This design comes from an exercise in tuning for small area, a short achievable clock period and few clock cycles on the open sky130 flow, not from production work. The RTL was checked by simulation tests, not by an equivalence proof against the original design. Power figures rest on the tool's default switching activity, not on a simulated workload.

## orange
## bkt_tape
module bkt_tape (
    input  wire        clk,
    input  wire        rst,            
    input  wire        cmd_valid,
    output wire        cmd_ready,
    input  wire [31:0] cmd_data,
    output reg         rsp_valid,
    output reg  [2:0]  rsp_code,
    output reg  [31:0] rsp_data,
    output reg         rsp_byte_valid,
    output reg  [1:0]  rsp_byte_seg,
    output reg  [7:0]  rsp_byte
);
    localparam [2:0] R_OK = 3'd0, R_ILLEGAL = 3'd1, R_BADARG = 3'd2,
                     R_SEQ = 3'd3, R_FATAL = 3'd4;
    localparam [3:0] PH_IDLE = 4'd0, PH_FIND_PILOT = 4'd1, PH_PILOT_FOUND = 4'd2,
                     PH_PILOT_FOUND2 = 4'd3, PH_HEADER_MARKER = 4'd4,
                     PH_READ_HEADER = 4'd5, PH_BODY_MARKER = 4'd6, PH_READ_DATA = 4'd7,
                     PH_CKSUM = 4'd8, PH_END_TRAILER = 4'd9, PH_DONE = 4'd10,
                     PH_FATAL = 4'd15;
    localparam [2:0] E_CALIBRATION = 3'd1, E_MARKER = 3'd2, E_BIT_TIMING = 3'd3,
                     E_PROTOCOL = 3'd4, E_TRUNCATED = 3'd5;
    localparam [2:0] MS_NONE = 3'd0, MS_LEAD = 3'd1, MS_MID = 3'd2, MS_FINAL = 3'd3,
                     MS_SYNC1 = 3'd4, MS_SYNC0 = 3'd5;
    localparam [3:0] C_NOP = 4'd0, C_RESET = 4'd1, C_RDREG = 4'd2, C_WRCFG = 4'd3,
                     C_START = 4'd4, C_PULSE = 4'd5, C_END = 4'd6, C_CINIT = 4'd7,
                     C_CBYTE = 4'd8, C_CMARK = 4'd9, C_CCHECK = 4'd10, C_AINIT = 4'd11,
                     C_ABYTE = 4'd12, C_AWORD = 4'd13, C_ACHECK = 4'd14, C_ILL = 4'd15;
    localparam [3:0] M_RUN = 4'd0, M_CHUNK = 4'd1, M_DIV = 4'd2, M_HA = 4'd3,
                     M_ACHK = 4'd4, M_F2 = 4'd5, M_F3 = 4'd6, M_HL = 4'd7,
                     M_XCHK = 4'd8, M_MP = 4'd9, M_REF = 4'd10, M_AW = 4'd11, M_XW = 4'd12,
                     M_T = 4'd13;
    reg [3:0]  tp_phase;
    reg [2:0]  tp_err;
    reg [2:0]  tp_warn;
    reg [31:0] tp_pn;
    reg [55:0] tp_ps;         
    reg [30:0] tp_l0h;        
    reg [24:0] tp_cut;        
    reg [7:0]  tp_acc;
    reg [2:0]  tp_bitcnt;
    reg        tp_syncph;
    reg [15:0] tp_rem;
    reg [2:0]  tp_msub;
    reg [15:0] tp_mcnt;
    reg [15:0] tp_mfic;
    reg        tp_mlenient;
    reg [4:0]  tp_hcnt;
    reg [15:0] tp_bcnt;       
  ...
Settings: LEC_CHECK=0, CAP_MARGIN=20, CORE_MARGIN=2, CORE_UTILIZATION=50, PLACE_DENSITY=0.62, SLEW_MARGIN=20, SETUP_SLACK_MARGIN=10.5; clock period 15.0 ns.
standard.sh (not shown) runs the stock make flow with config.mk's settings and CLKGATE_MAP_FILE= SYNTH_SCRIPT=/design/flow/synth_recipe.tcl, a recipe that flattens the netlist after the stock synthesis.
==> flow/flow/run.sh <==
#!/bin/bash
# Layout flow: the standard flow (standard.sh, unchanged synthesis, floorplan,
# placement, CTS, routing) with a larger setup-slack margin for its timing-repair
# steps, so that repair keeps shortening paths below the design's period. The
# constraints (constraint.sdc, period) are not touched.
set -e
sed -i '/SETUP_SLACK_MARGIN/d' config.mk
echo 'export SETUP_SLACK_MARGIN = 10.5' >> config.mk
bash standard.sh > standard.log 2>&1
Testbench counts of orange, summed over its fixed seeds: cycles 63,850.
[inputs] green vs orange
- a change of SETUP_SLACK_MARGIN from 10.5 to 11.0
--- a/flow/flow/run.sh
+++ b/flow/flow/run.sh
@@ -7,3 +7,3 @@
 sed -i '/SETUP_SLACK_MARGIN/d' config.mk
-echo 'export SETUP_SLACK_MARGIN = 10.5' >> config.mk
+echo 'export SETUP_SLACK_MARGIN = 11.0' >> config.mk
 bash standard.sh > standard.log 2>&1
### Flow results
- For the worst-case setup slack after placement, green came in 420 ps higher than orange did.
- green vs. orange: wire length of the first global-routing pass went up by 1.8%.
- Between orange and green, the power is higher for green.
- Post-route cell area delta (green − orange): unfavourable
- Relative to orange, critical path depth increased by 2 in green.
- Clock network fraction of design power, orange and green: larger value in orange

[port drivers added, routing unchanged]
The flow's constraints put no driver on any port. The routed layouts listed below were extracted and timed again, unchanged, in two steps.
Step 1 assumes that a clkbuf_16 drives the clock port and a buf_2 every other input.
Step 2 moves the port delays by t, midway between the first and last clock arrival at a register: inputs arrive t later, outputs are due t later. That takes back most of the time a late clock gives input paths.
Three values: ideal ports, drivers, drivers and shift; two values: the first two.
| run | shift t [ns] | setup slack, ns | latest minus earliest clock arrival (ns) | worst slew at a driven data input, ns | cell pins on the clock port's net |
|---|---|---|---|---|---|
| orange | 0.745 | 10.473 / 10.473 / 9.949 | 0.029 / 0.028 | 0.06 | 1 |
| green | 0.754 | 10.649 / 10.649 / 10.522 | 0.024 / 0.024 | 0.05 | 1 |
After both steps setup and hold are still met in every run listed. For orange, which loses most, drivers alone change the setup slack by 0.000 ns; drivers and shift together by -0.524 ns.
